Context: an optimization exercise on an open-source flow, tuned for small area, a short achievable clock period and few clock cycles per item. The choices shown serve that exercise and are no tape-out recipe.
Only simulation tests tie the RTL to the original design; equivalence was not proved.
Power and IR drop assume default switching activity.

### flow/flow/run.sh
#!/bin/bash
# The standard layout (standard.sh) with three changes to how the
# layout is made:
#  - sky130_fd_sc_hd__buf_2 as the port buffer cell (every input and
#    output port still gets its own buffer);
#  - constant outputs keep the synthesis's shared tie cells (no per-port
#    tie copies); repair_design buffers those nets as needed;
#  - clock tree synthesis without dummy loads, with sink clusters of up
#    to 24 flip-flops (120 um), for fewer clock buffers.
# The make output goes to standard.log in this folder.
export BUFFER_PORTS_ARGS="-buffer_cell sky130_fd_sc_hd__buf_2"
export SKIP_REPAIR_TIE_FANOUT=1
export CTS_ARGS="-sink_clustering_enable -sink_clustering_size 24 -sink_clustering_max_diameter 120 -repair_clock_nets -dont_use_dummy_load"
bash standard.sh > standard.log 2>&1
### flow/standard.sh
#!/bin/bash
# synth_recipe.tcl (not shown) runs the flow's synth.tcl, then flattens the netlist and writes it again
# the make line also repeats each setting of config.mk as NAME=value (left out here)
make -C /OpenROAD-flow-scripts/flow DESIGN_CONFIG=/design/flow/config.mk WORK_HOME=/design/flow/orfs CLKGATE_MAP_FILE= SYNTH_SCRIPT=/design/flow/synth_recipe.tcl "${@:-finish}"
### flow/config.mk
export PLATFORM = sky130hd
export DESIGN_NAME = lfcore
export DESIGN_NICKNAME = lfcore
export VERILOG_FILES = /design/flow/design.v
export SDC_FILE = /design/flow/constraint.sdc
export NUM_CORES = 4
export LEC_CHECK = 0
export CAP_MARGIN = 20
export CORE_MARGIN = 2
export CORE_UTILIZATION = 50
export SLEW_MARGIN = 20
### flow/constraint.sdc
create_clock -name core_clock -period 12.0 [get_ports {clk}]
set_input_delay 2.4000 -clock core_clock [delete_from_list [all_inputs] [get_ports {clk}]]
set_output_delay 2.4000 -clock core_clock [all_outputs]
set_load 0.01 [all_outputs]
### flow/design.v
module lfcore_div (
    input  wire        first,
    input  wire [5:0]  diff,
    input  wire        tgt,
    input  wire [15:0] d,
    input  wire [16:0] u,
    input  wire [5:0]  c,
    output wire [16:0] u_n,
    output wire [5:0]  c_n,
    output wire        more
);
    wire [5:0]  dx = first ? diff : 6'd0;
    assign more = u[16] || ((u[15:6] == 10'd0) && (u[5:0] <= dx));
    wire [16:0] a  = u - {11'd0, dx};
    wire [16:0] x  = u;
    wire [16:0] y  = ~{11'd0, dx};
    wire [16:0] z  = {1'b0, d};
    wire [16:0] s  = x ^ y ^ z;
    wire [16:0] m  = (x & y) | (x & z) | (y & z);
    wire [16:0] b  = s + {m[15:0], 1'b1};
    assign u_n = more ? b : a;
    assign c_n = more ? (tgt ? c + 6'd1 : c - 6'd1) : c;
endmodule
module lfcore (
    input  wire         clk,
    input  wire         rst,
    input  wire         cmd_valid,
    input  wire [31:0]  cmd,
    output wire         cmd_ready,
    output reg          rsp_valid,
    output wire [31:0]  result,
    output reg          cmd_err,
    output wire [127:0] frame_out,
    output reg          frame_valid,
    output wire [127:0] dc_out,
    output reg          dc_write,
    output wire         sleep_req,
    output wire [31:0]  now_ms
);
    localparam K_TICK = 0, K_REFRESH = 1, K_MEDGE = 2, K_BEDGE = 3, K_POLL = 4,
               K_RESET = 5, K_STATUS = 6, K_GSTART = 7, K_GSTOP = 8,
               K_GISRUN = 9, K_GSTEP = 10, K_ZON = 11, K_ZOFF = 12,
               K_ZRUN = 13, K_MTICK = 14, K_BCONS = 15, K_SCHED = 16;
    localparam [1:0] M_STOPPED  = 2'd0;
    localparam [1:0] M_RUNNING  = 2'd1;
    localparam [1:0] M_STOPPING = 2'd2;
    localparam [1:0] S_IDLE    = 2'd0;
    localparam [1:0] S_FADEIN  = 2'd1;
    localparam [1:0] S_STEADY  = 2'd2;
    localparam [1:0] S_FADEOUT = 2'd3;
    reg [31:0] now;
    reg        inMotion;
    localparam [8:0]  T9   = 9'd272;       
    localparam [9:0]  T10  = 10'd576;      
    localparam [13:0] T14  = 14'd14338;    
    localparam [8:0]  FT_END = 9'd196;     
    localparam [13:0] MT_END = 14'd1470;   
    localparam [9:0]  LT_END = 10'd940;    
    localparam [9:0]  LT_49  = 10'd647;    
    localparam [9:0]  P499 = 10'd502, P599 = 10'd958, P699 = 10'd370,
                      P899 = 10'd188, P999 = 10'd982;
    reg [13:0] mt;             
    reg        lastLevel;
    reg        depressed;
    reg [9:0]  lt;             
    reg        sdone;
    reg [1:0]  pc;             
    reg        full;           
    reg        lockout;
    reg [1:0]  sched;
    reg [8:0]  ft;             
    reg        asleep;
    reg [23:0] zc;
    reg [3:0]  zt;
    reg [23:0] zf;
    reg [63:0] zd;
    reg [67:0] zq;             
    reg [1:0]  g0m;
    reg        g0dn;
    reg [5:0]  pq;
    reg [8:0]  pr;
    reg        g1r, g2r;
    reg [9:0]  ga1, ga2;       
    reg        go1, go2;       
    reg [5:0]  fz, fg0;
    reg        fg1, fg2;
    assign sleep_req = asleep;
    assign now_ms    = now;
    wire [15:0] fz16  = {10'd0, fz};
    wire [15:0] fg016 = {10'd0, fg0};
    wire [15:0] fg116 = {10'd0, {6{fg1}}};
    wire [15:0] fg216 = {10'd0, {6{fg2}}};
    assign frame_out = {fg216, fg216, fg116, fg016, fz16, fz16, fz16, fz16};
    wire [15:0] dc16 = {10'd0, full, 5'b11111};
    assign dc_out = {8{dc16}};
    reg [9:0]  res_lo;
    reg        res16;
    assign result = {15'd0, res16, 6'd0, res_lo};
    reg        rdy;
    reg        s_v;
    reg        s_wait;
    reg [5:0]  s_hi;
    reg [7:0]  s_lo;
    wire [16:0] s_oh;
    assign s_oh[K_TICK]    = s_hi[0] & s_lo[1];
    assign s_oh[K_REFRESH] = s_hi[0] & s_lo[2];
    assign s_oh[K_MEDGE]   = s_hi[0] & s_lo[3];
    assign s_oh[K_BEDGE]   = s_hi[0] & s_lo[4];
    assign s_oh[K_POLL]    = s_hi[0] & s_lo[5];
    assign s_oh[K_RESET]   = s_hi[0] & s_lo[6];
    assign s_oh[K_STATUS]  = s_hi[0] & s_lo[7];
    assign s_oh[K_GSTART]  = s_hi[1] & s_lo[0];
    assign s_oh[K_GSTOP]   = s_hi[1] & s_lo[1];
    assign s_oh[K_GISRUN]  = s_hi[1] & s_lo[2];
    assign s_oh[K_GSTEP]   = s_hi[1] & s_lo[3];
    assign s_oh[K_ZON]     = s_hi[2] & s_lo[0];
    assign s_oh[K_ZOFF]    = s_hi[2] & s_lo[1];
    assign s_oh[K_ZRUN]    = s_hi[2] & s_lo[2];
    assign s_oh[K_MTICK]   = s_hi[3] & s_lo[0];
    assign s_oh[K_BCONS]   = s_hi[4] & s_lo[0];
    assign s_oh[K_SCHED]   = s_hi[5] & s_lo[0];
    reg [4:0]  s_fl;           
    reg [1:0]  s_idx;
    reg [15:0] s_imm;
    assign cmd_ready = rdy;
    wire [7:0] c_op  = cmd[31:24];
    wire [7:0] c_idx = cmd[23:16];
    wire       c_z23  = (cmd[23:1] == 23'd0);
    wire       c_imm0 = (cmd[15:0] == 16'd0);
    wire       c_zi   = (c_idx[7:2] == 6'd0);
    wire [4:0] c_fl = {c_z23 && !cmd[0], c_z23, c_imm0 && c_zi && (c_idx[1:0] != 2'd3),
                       c_zi, c_imm0 && c_zi};
    wire [5:0] c_hi;
    wire [7:0] c_lo;
    genvar gk;
    generate
        for (gk = 0; gk < 6; gk = gk + 1) begin : g_hi
            assign c_hi[gk] = (c_op[7:4] == gk);
        end
        for (gk = 0; gk < 8; gk = gk + 1) begin : g_lo
            assign c_lo[gk] = (c_op[3:0] == gk);
        end
    endgenerate
    wire [15:0] zd0 = zd[15:0];
    wire [3:0]  zact;
    genvar gz;
    generate for (gz = 0; gz < 4; gz = gz + 1) begin : g_act
        assign zact[gz] = (zf[6*gz +: 6] != 6'd0);
    end endgenerate
    wire z0slow = (zd0[15:6] == 10'd0);
    wire [3:0] zser = {zact[3:1], zact[0] & z0slow};
    wire c_slow = ((c_op == 8'h01) && (zser != 4'd0)) ||
                  (c_op == 8'h20) || (c_op == 8'h21) || (c_op == 8'h22) ||
                  (c_op == 8'h06);
    wire       go = s_v && !s_wait;
    reg [3:0]  zoh;            
    reg        zfirst;         
    reg        zrot;           
    wire [16:0] e_rn;
    wire [5:0]  e_cn;
    wire        e_more;
    lfcore_div u_step (
        .first(zfirst), .diff(zf[5:0]), .tgt(zt[0]), .d(zd0),
        .u(zq[16:0]), .c(zc[5:0]), .u_n(e_rn), .c_n(e_cn), .more(e_more)
    );
    wire s_hold = s_v && s_wait;
    wire w_on   = s_hold && s_oh[K_TICK];
    wire w_need = zact[0] && (!zoh[0] || z0slow);
    wire w_step = w_on && !zrot && s_fl[4] && (!zfirst || w_need);
    wire w_rot  = zrot;
    wire w_zop  = s_hold && !zrot && (zoh[s_idx]);
    wire [5:0] lvl0 = zc[5:0];
    wire v_tick    = s_oh[K_TICK]    & s_fl[4] & ~s_wait;
    wire v_refresh = s_oh[K_REFRESH] & s_fl[4];
    wire v_medge   = s_oh[K_MEDGE]   & s_fl[4];
    wire v_bedge   = s_oh[K_BEDGE]   & s_fl[3];
    wire v_poll    = s_oh[K_POLL]    & s_fl[4];
    wire v_reset   = s_oh[K_RESET]   & s_fl[4] & ~s_wait;
    wire v_status  = s_oh[K_STATUS]  & s_fl[4];
    wire v_gstart  = s_oh[K_GSTART]  & s_fl[2];
    wire v_gstop   = s_oh[K_GSTOP]   & s_fl[2];
    wire v_gisrun  = s_oh[K_GISRUN]  & s_fl[2];
    wire v_gstep   = s_oh[K_GSTEP]   & s_fl[2];
    wire v_zon     = s_oh[K_ZON]     & s_fl[1];
    wire v_zoff    = s_oh[K_ZOFF]    & s_fl[1];
    wire v_zrun    = s_oh[K_ZRUN]    & s_fl[0];
    wire v_mtick   = s_oh[K_MTICK]   & s_fl[4];
    wire v_bcons   = s_oh[K_BCONS]   & s_fl[4];
    wire v_sched   = s_oh[K_SCHED]   & s_fl[4];
    wire s_ok = v_tick | v_refresh | v_medge | v_bedge | v_poll | v_reset |
                v_status | v_gstart | v_gstop | v_gisrun | v_gstep | v_zon |
                v_zoff | v_zrun | v_mtick | v_bcons | v_sched;
    wire poll_aw  = v_poll & ~asleep;
    wire do_btn   = poll_aw | v_bcons;
    wire do_mtick = poll_aw | v_mtick;
    wire do_sched = poll_aw | v_sched;
    wire do_run   = poll_aw;
    wire btn_short = do_btn && (pc == 2'd1);
    wire btn_long  = do_btn && (pc == 2'd2);
    wire im2 = inMotion && !btn_long && !(do_mtick && (mt == MT_END));
    wire idle_or_fo = (sched == S_IDLE) || (sched == S_FADEOUT);
    wire ft0      = (ft == FT_END);
    wire a_on     = do_sched &&  idle_or_fo && im2;
    wire a_idle   = do_sched && (sched == S_FADEOUT) && !im2 && ft0;
    wire a_off    = do_sched && !idle_or_fo && !im2;
    wire a_steady = do_sched && (sched == S_FADEIN) && im2 && ft0;
    wire [1:0] sched_n = a_on ? S_FADEIN : a_off ? S_FADEOUT :
                         a_idle ? S_IDLE : a_steady ? S_STEADY : sched;
    wire g0sel = (s_idx == 2'd0), g1sel = (s_idx == 2'd1), g2sel = (s_idx == 2'd2);
    wire start0 = a_steady || (v_gstart && g0sel);
    wire start1 = a_steady || (v_gstart && g1sel);
    wire start2 = a_steady || (v_gstart && g2sel);
    wire stop0  = a_off || (v_gstop && g0sel);
    wire stop1  = a_off || (v_gstop && g1sel);
    wire stop2  = a_off || (v_gstop && g2sel);
    wire step0  = do_run || (v_gstep && g0sel);
    wire step1  = do_run || (v_gstep && g1sel);
    wire step2  = do_run || (v_gstep && g2sel);
    wire g0run  = (g0m == M_RUNNING);
    wire g0stp  = (g0m == M_STOPPING);
    wire pq0    = (pq == 6'd0);
    wire [5:0] g0_b   = pq;
    wire       g0_end = g0stp && pq0;
    wire       g0_stopr = stop0 && g0run;              
    wire       g0_clr   = start0 || g0_stopr || (step0 && g0_end);
    wire [1:0] g0m_a    = start0 ? M_RUNNING :
                          g0_stopr ? (pq0 ? M_STOPPED : M_STOPPING) : g0m;
    wire [1:0] g0m_n    = (step0 && g0_end && !start0) ? M_STOPPED : g0m_a;
    wire       g1r_a  = start1 || (!stop1 && g1r);
    wire       g2r_a  = start2 || (!stop2 && g2r);
    wire       g1_clr = start1 || stop1;
    wire       g2_clr = start2 || stop2;
    wire       g1_on  = g1r_a && (g1_clr || go1);
    wire       g2_on  = g2r_a && !g2_clr && go2;
    wire sleep_ok = (sched_n == S_IDLE) && !im2 && !depressed &&
                    (do_btn || (pc == 2'd0)) && (g0m_a != M_STOPPING);
    wire zs_T    = a_on;                  
    wire z0set_s = a_on || a_off;
    wire zop_T    = s_oh[K_ZON];
    wire zop_do   = w_zop && (v_zon | v_zoff);
    wire zrun_do  = w_zop && v_zrun;
    wire        up_c    = (pr >= 9'd437);            
    wire [8:0]  pr_up   = up_c ? pr - 9'd437 : pr + 9'd63;
    wire        dn_c    = (pr < 9'd63);              
    wire [8:0]  pr_dn   = dn_c ? pr + 9'd437 : pr - 9'd63;
    wire [5:0]  pq_inc  = pq + 6'd1;
    wire [5:0]  pq_dec  = pq - 6'd1;
    always @(posedge clk) begin
        if (rst) begin
            rdy         <= 1'b1;
            s_v         <= 1'b0;
            rsp_valid   <= 1'b0;
            frame_valid <= 1'b0;
            dc_write    <= 1'b0;
        end else begin
            rdy <= rdy ? !(cmd_valid && c_slow) : go;
            if (rdy)
                s_v <= cmd_valid;
            else if (go)
                s_v <= 1'b0;
            rsp_valid   <= go;
            frame_valid <= v_refresh;
            dc_write    <= v_reset || btn_short;
        end
    end
    always @(posedge clk) begin
        if (rst) begin
            s_hi   <= 6'd0;
        end else if (!s_hold) begin
            s_hi   <= (rdy && cmd_valid) ? c_hi : 6'd0;
        end
        if (!s_hold) begin
            s_wait <= c_slow;
            s_lo   <= c_lo;
            s_fl   <= c_fl;
            s_idx  <= c_idx[1:0];
            s_imm  <= cmd[15:0];
            zoh    <= 4'b0001;
            zfirst <= 1'b1;
            zrot   <= 1'b0;
        end else if (s_oh[K_RESET]) begin
            s_wait <= 1'b0;
        end else if (zrot) begin
            zrot   <= 1'b0;
            zfirst <= 1'b1;
            zoh    <= {zoh[2:0], zoh[3]};
            if (zoh[3])
                s_wait <= 1'b0;
        end else begin
            zfirst <= 1'b0;
            if (!w_step || !e_more)
                zrot <= 1'b1;
        end
        if (zrun_do) begin
            res_lo <= {4'd0, lvl0};
        end else if (go && !v_zrun) begin
            res_lo  <= ({10{v_status}} &
                        {lastLevel, pc, sched, asleep, lockout, ~full, depressed, inMotion}) |
                       ({10{v_gisrun}} & {9'd0, g0sel ? g0run : g1sel ? g1r : g2r}) |
                       ({10{v_gstep & g0sel}} & {4'd0, g0_b}) |
                       ({10{v_gstep & g1sel & g1_on}} & 10'd63) |
                       ({10{v_gstep & g2sel & g2_on}} & 10'd100);
        end
        if (go) begin
            cmd_err <= !s_ok;
            res16   <= v_gstep && (g0sel ? (g0run && !pq0) : g1sel ? g1_on : g2_on);
        end
    end
    reg rst_q, rstop_q;
    always @(posedge clk) begin
        rst_q   <= rst;
        rstop_q <= !rst && s_hold && s_oh[K_RESET] && s_fl[4];
    end
    wire rs  = rst_q || rstop_q;
    always @(posedge clk) begin
        if (rs) begin
            now       <= 32'd0;
            inMotion  <= 1'b0;
            mt        <= MT_END;
            lastLevel <= 1'b1;
            depressed <= 1'b0;
            lt        <= LT_END;
            sdone     <= 1'b1;
            pc        <= 2'd0;
            full      <= 1'b1;
            lockout   <= 1'b0;
            sched     <= S_IDLE;
            ft        <= FT_END;
            asleep    <= 1'b0;
        end else begin
            if (v_tick)
                now <= now + 32'd1;
            if (v_tick | v_refresh | v_medge | v_bedge)
                asleep <= 1'b0;
            else if (do_sched && sleep_ok)
                asleep <= 1'b1;
            if (v_medge) begin
                if (!lockout) begin
                    mt       <= 14'd1;
                    inMotion <= 1'b1;
                end
            end else if (v_tick) begin
                if (mt != MT_END) mt <= {mt[12:0], ^(mt & T14)};
            end else begin
                if (btn_long) mt <= MT_END;
                if (do_btn || do_mtick) inMotion <= im2;
            end
            if (v_bedge) begin
                if (s_imm[0] != lastLevel) begin
                    lastLevel <= s_imm[0];
                    if (!s_imm[0]) begin
                        depressed <= 1'b1;
                        lt        <= 10'd1;
                        sdone     <= 1'b0;
                    end else if (depressed) begin
                        depressed <= 1'b0;
                        if (lt == LT_END)  pc <= 2'd2;
                        else if (sdone)    pc <= 2'd1;
                    end
                end
            end else if (v_tick) begin
                if (lt != LT_END) lt <= {lt[8:0], ^(lt & T10)};
                if (lt == LT_49)  sdone <= 1'b1;
            end else if (do_btn) begin
                pc <= 2'd0;
                if (btn_short) full <= ~full;
                if (btn_long)  lockout <= ~lockout;
            end
            if (v_tick) begin
                if (!ft0) ft <= {ft[7:0], ^(ft & T9)};
            end else if (do_sched) begin
                sched <= sched_n;
                if (a_on || a_off) ft <= 9'd1;
            end
        end
    end
    wire z0_tick = v_tick && !z0slow;
    wire z0_step = w_step || z0_tick;
    wire e_settle = e_more && (zt[0] ? (zc[5:0] == 6'd62) : (zc[5:0] == 6'd1));
    generate for (gz = 0; gz < 4; gz = gz + 1) begin : g_zone
        localparam integer gn = (gz + 1) % 4;
        always @(posedge clk) begin
            if (rs) begin
                zc[6*gz +: 6] <= 6'd0;
                zt[gz]        <= 1'b0;
                zf[6*gz +: 6] <= 6'd0;
            end else if (w_rot) begin
                zc[6*gz +: 6] <= zc[6*gn +: 6];
                zt[gz]        <= zt[gn];
                zf[6*gz +: 6] <= zf[6*gn +: 6];
            end else if (gz == 0) begin
                if (zop_do) begin
                    zt[0] <= zop_T;
                    if (s_imm == 16'd0) begin
                        zc[5:0] <= {6{zop_T}};
                        zf[5:0] <= 6'd0;
                    end else begin
                        zf[5:0] <= zop_T ? ~lvl0 : lvl0;
                    end
                end else if (z0set_s) begin
                    zt[0]   <= zs_T;
                    zf[5:0] <= zs_T ? ~lvl0 : lvl0;
                end else if (z0_step) begin
                    zc[5:0] <= e_cn;
                    if (e_settle)
                        zf[5:0] <= 6'd0;
                end
            end
        end
        if (gz == 0) begin : g_s0
            always @(posedge clk) begin
                if (rs) begin
                    zq[16:0] <= 17'd1;
                end else if (w_rot) begin
                    zd[15:0] <= zd[31:16];
                    zq[16:0] <= zq[33:17];
                end else if (zop_do) begin
                    zd[15:0] <= s_imm;
                    zq[16:0] <= {1'b0, s_imm};
                end else if (z0set_s) begin
                    zd[15:0] <= 16'd500;
                    zq[16:0] <= 17'd500;
                end else if (z0_step) begin
                    zq[16:0] <= e_rn;
                end
            end
        end else begin : g_sk
            always @(posedge clk) begin
                if (w_rot) begin
                    zd[16*gz +: 16] <= zd[16*gn +: 16];
                    zq[17*gz +: 17] <= zq[17*gn +: 17];
                end
            end
        end
    end endgenerate
    always @(posedge clk) begin
        if (rs)
            fz <= 6'd0;
        else if (do_run || (zrun_do && (s_idx == 2'd0)))
            fz <= lvl0;
    end
    always @(posedge clk) begin
        if (rs) begin
            g0m   <= M_STOPPED;
            g0dn  <= 1'b0;
            pq    <= 6'd0;
            pr    <= 9'd0;
            g1r   <= 1'b0;
            g2r   <= 1'b0;
            ga1   <= 10'd1;
            ga2   <= 10'd1;
            go1   <= 1'b1;
            go2   <= 1'b0;
            fg0   <= 6'd0;
            fg1   <= 1'b0;
            fg2   <= 1'b0;
        end else begin
            if (v_tick) begin
                if (g0stp) begin
                    pr <= pr_up;
                    if (up_c && !pq0) pq <= pq_dec;
                end else if (g0run) begin
                    if (!g0dn) begin
                        pr <= pr_up;
                        if (up_c) pq <= pq_inc;
                        if (pq == 6'd62 && pr == 9'd437) g0dn <= 1'b1;
                    end else begin
                        pr <= pr_dn;
                        if (dn_c) pq <= pq_dec;
                        if (pq == 6'd0 && pr == 9'd63) g0dn <= 1'b0;
                    end
                end
                if (g1r) begin
                    ga1 <= (ga1 == P999) ? 10'd1 : {ga1[8:0], ^(ga1 & T10)};
                    if (ga1 == P499) go1 <= 1'b0;
                    if (ga1 == P999) go1 <= 1'b1;
                end
                if (g2r) begin
                    ga2 <= (ga2 == P999) ? 10'd1 : {ga2[8:0], ^(ga2 & T10)};
                    if (ga2 == P599 || ga2 == P899) go2 <= 1'b1;
                    if (ga2 == P699 || ga2 == P999) go2 <= 1'b0;
                end
            end else begin
                g0m <= g0m_n;
                if (g0_clr) begin
                    g0dn <= 1'b0;
                    pr   <= 9'd0;
                end
                if (start0)
                    pq <= 6'd0;
                if (step0)
                    fg0 <= start0 ? 6'd0 : g0_b;
                g1r <= g1r_a;
                if (g1_clr) begin
                    ga1 <= 10'd1;
                    go1 <= 1'b1;
                end
                if (step1) fg1 <= g1_on;
                g2r <= g2r_a;
                if (g2_clr) begin
                    ga2 <= 10'd1;
                    go2 <= 1'b0;
                end
                if (step2) fg2 <= g2_on;
            end
        end
    end
endmodule
==> notes.md <==
==> layout by cell type (no fill, tap or decap), drive strengths merged, types with 36 or more instances in the layout <==
| cell type | count |
|---|---|
| a21oi | 103 |
| buf | 152 |
| dfxtp | 224 |
| edfxtp | 155 |
| ha | 46 |
| inv | 93 |
| mux2i | 53 |
| nand2 | 152 |
| nand3 | 79 |
| nor2 | 204 |
| nor3 | 54 |
| o21ai | 97 |
| xnor2 | 36 |
==> cell type report <==
cell class / instances / area [µm²] / area share
clock buffers: 19 / 475 / 0.0247
inverters: 94 / 353 / 0.0183
multi-input cells: 1246 / 7870 / 0.408
flip-flops and latches: 379 / 9140 / 0.474
well taps: 518 / 648 / 0.0336
repair buffers: 152 / 793 / 0.0411
==> worst max-delay path: stages <==
cell	delay [ns]
buf_2	0.11
nor4_1	0.41
nand4_1	0.28
nor4_1	0.71
nor2b_1	0.23
a21boi_0	0.21
==> registers in the layout, summed over array words and instances, names as in the netlist, 8 cells and up <==
register	flops
ft	9
ga1	10
ga2	10
lt	10
mt	14
now	32
pr	9
res_lo	10
s_imm	16
s_lo	8
zc	24
zd	64
zf	24
zq	68
==> logic make-up (layout without fill, tap and decap cells) <==
family          count (synthesis)  in the layout  synth area share
simple gates                  656            656             0.161
buf+inv                       449            265             0.137
compound gates                410            410             0.138
flops                         379            379             0.465
xor+xnor                       69             69            0.0307
fa+ha+maj                      55             55            0.0379
mux                            54             54            0.0300
other cells                     2              2          0.000382
==> per-layer routing <==
metal | track usage | share of wire
met4 | 0.0469 | 0.018
met2 | 0.345 | 0.46
met1 | 0.319 | 0.47
met5 | 0 | 0
met3 | 0.0250 | 0.056
==> path summary, 6_finish.rpt <==
path | startpoint | to | slack [ns] | cells after the start
max | cmd[2] | s_fl[2] | 8.02 | 6
min | zd[38] | zd[22] | 0.41 | 0
max reg2reg | zfirst | zc[1] | 8.22 | 12
min reg2reg | zd[38] | zd[22] | 0.41 | 0
==> metrics by stage <==
| stage | power [mW] | worst slack (ns) | hold slack [ns] |
|---|---|---|---|
| floorplan | 1.50 | 7.48 | 0.400 |
| global placement | 1.47 | 7.54 | 0.401 |
| detailed placement | 1.47 | 7.52 | 0.405 |
| CTS | 2.15 | 8.08 | 0.411 |
| global route | 2.21 | 7.91 | 0.420 |
| finish | 2.13 | 8.02 | 0.407 |
==> power groups by stage <==
stage / logic [mW] / registers [mW] / clock network [mW]
finish: 0.0922 / 1.35 / 0.683
global route: 0.102 / 1.35 / 0.749
CTS: 0.0917 / 1.35 / 0.709
detailed placement: 0.0914 / 1.38 / 0
global placement: 0.0909 / 1.38 / 0
floorplan: 0.124 / 1.38 / 0
==> impl_metrics.py <==
metrics = {
    "status": {
        "status": "no timing/DRC/antenna violations",
    },
    "synthesis": {
        "ys.flop_type": "dfxtp_1",
        "ys_types": 90,
        "synth_edf_count": 155,
        "async_flop_share": 0,
        "yosys.area.top_type": "edfxtp_1",
        "synthTopCellsByArea": "edfxtp_1, dfxtp_1, buf_4",
        "syn_inst": 2074,
        "synthesis.nets": 2163,
        "yosysWarnings": 1,
        "seq_area_frac_synth": 0.465,
        "netlist_area_mm2": 0.0197,
        "avgSynthCellArea_um2": 9.48,
        "yosys_register_bits": 379,
        "yosys-top-cells-count": "buf_4, dfxtp_1, nor2_1, edfxtp_1, nand2_1",
        "yosysMostFrequentCell": "buf_4",
        "netlist.area_leader.share": 0.237,
    },
    "global_route": {
        "grt_usage": 0.217,
        "grt_pass1_wl_mm": 71.7,
        "grt_pass1_vias": 12700,
        "grt_start_max_net_pins": 182,
        "antenna_found_initial": 0,
        "grt_overflow": 0,
    },
    "final_layout": {
        "diodes": 0,
        "fill_cells": 3633,
        "final_cell_area_mm2": 0.0193,
        "area_growth_pct": -1.97,
        "fin_cells": 2408,
        "nets": 1981,
        "utilization": 0.498,
        "drive_gt1_frac": 0.106,
    },
    "worst_hold_path": {
        "hold_path_class": "reg2reg",
    },
    "sta": {
        "grt_setup_unrepaired": "no",
        "timing.fmax_mhz": 251,
        "slew_viol_final": 0,
        "tns_ns": 0,
        "finalSetupViolations": 0,
        "period_share": 0.332,
        "min_period_ns": 3.98,
        "worst_slew_pin_slew_ns": 1.02,
        "skew_ns": 0.0309,
        "finalHoldViolCount": 0,
        "maxSlewHeadroom": 0.315,
    },
    "power_and_ir_drop": {
        "p_seq_frac": 0.636,
        "swShare": 0.226,
        "ir_worst_vdd_mv": 0.0914,
        "p_per_area_mw_per_mm2": 110,
        "p_clk_frac": 0.321,
        "combPwrFrac": 0.043,
        "p_leak_nw": 7.22,
        "p_switching_mw": 0.481,
        "p_int_mw": 1.65,
    },
    "clock_tree": {
        "clk_pin_slew_ns": 0.11,
        "cts_buffer_depth": 3,
        "post_cts_buffers": 0,
        "root_buffer": "clkbuf_16",
        "cts_tree": "yes",
        "cts_buffers": 19,
        "postCtsHoldBufs": 0,
        "cts_sinks": 379,
        "cts_resized": 0,
        "htreeDepth": 1,
        "clock_latency_ns": 0.54,
    },
    "floorplan": {
        "die_w_um": 202,
        "rows": 72,
        "coreArea_mm2": 0.0387,
        "die_h_um": 202,
        "start_util": 0.508,
        "die_area_mm2": 0.0409,
        "io_pins": 361,
    },
    "critical_path": {
        "start_kind": "input port",
        "worstPathArrival_ns": 4.36,
        "cp.required_ns": 12.38,
        "worstSetupEndpointType": "register",
        "cp_max_fo": 2,
        "worstSetupPathType": "in2reg",
    },
    "placement": {
        "placed_cell_area_mm2": 0.0188,
        "io_buffers": 139,
        "place_inst": 2389,
        "gp_congestion": 0.868,
        "hpwl_mm": 32.0,
    },
    "route": {
        "routed_wl_mm": 45.7,
        "postRouteAntennaNets": 0,
        "vias": 13800,
        "wire_per_inst_um": 19.0,
        "viasPerCell": 5.72,
        "remaining_drc_errors": 0,
        "dr.pass1.iters": 5,
        "drt_iter0_drc": 1106,
    },
    "job": {
        "drv_cap": 0,
    },
}
Testbench counts, summed over its fixed seeds: cycles 472,464, ops 472,456.

==> port drivers added, routing unchanged <==
Ports are ideal in the flow. The routed layout listed here was re-timed in OpenROAD.
Step 1: set_driving_cell puts a clkbuf_16 on clk and a buf_2 on each other input, an assumption about the parent block.
Step 2 also shifts input and output timing later by t, the mid clock arrival at the registers, as if the neighbouring blocks saw the same clock.
Slacks: no drivers / after step 1 / after step 2; pairs: no drivers / after step 1.
shift t [ns]: 0.577
setup slack, ns: 8.016 / 8.049 / 7.472
hold WS [ns]: 0.407 / 0.407 / 0.407
After both steps this run still meets setup and hold. The setup slack of this run moves by +0.033 ns with the drivers and by -0.544 ns with both steps.
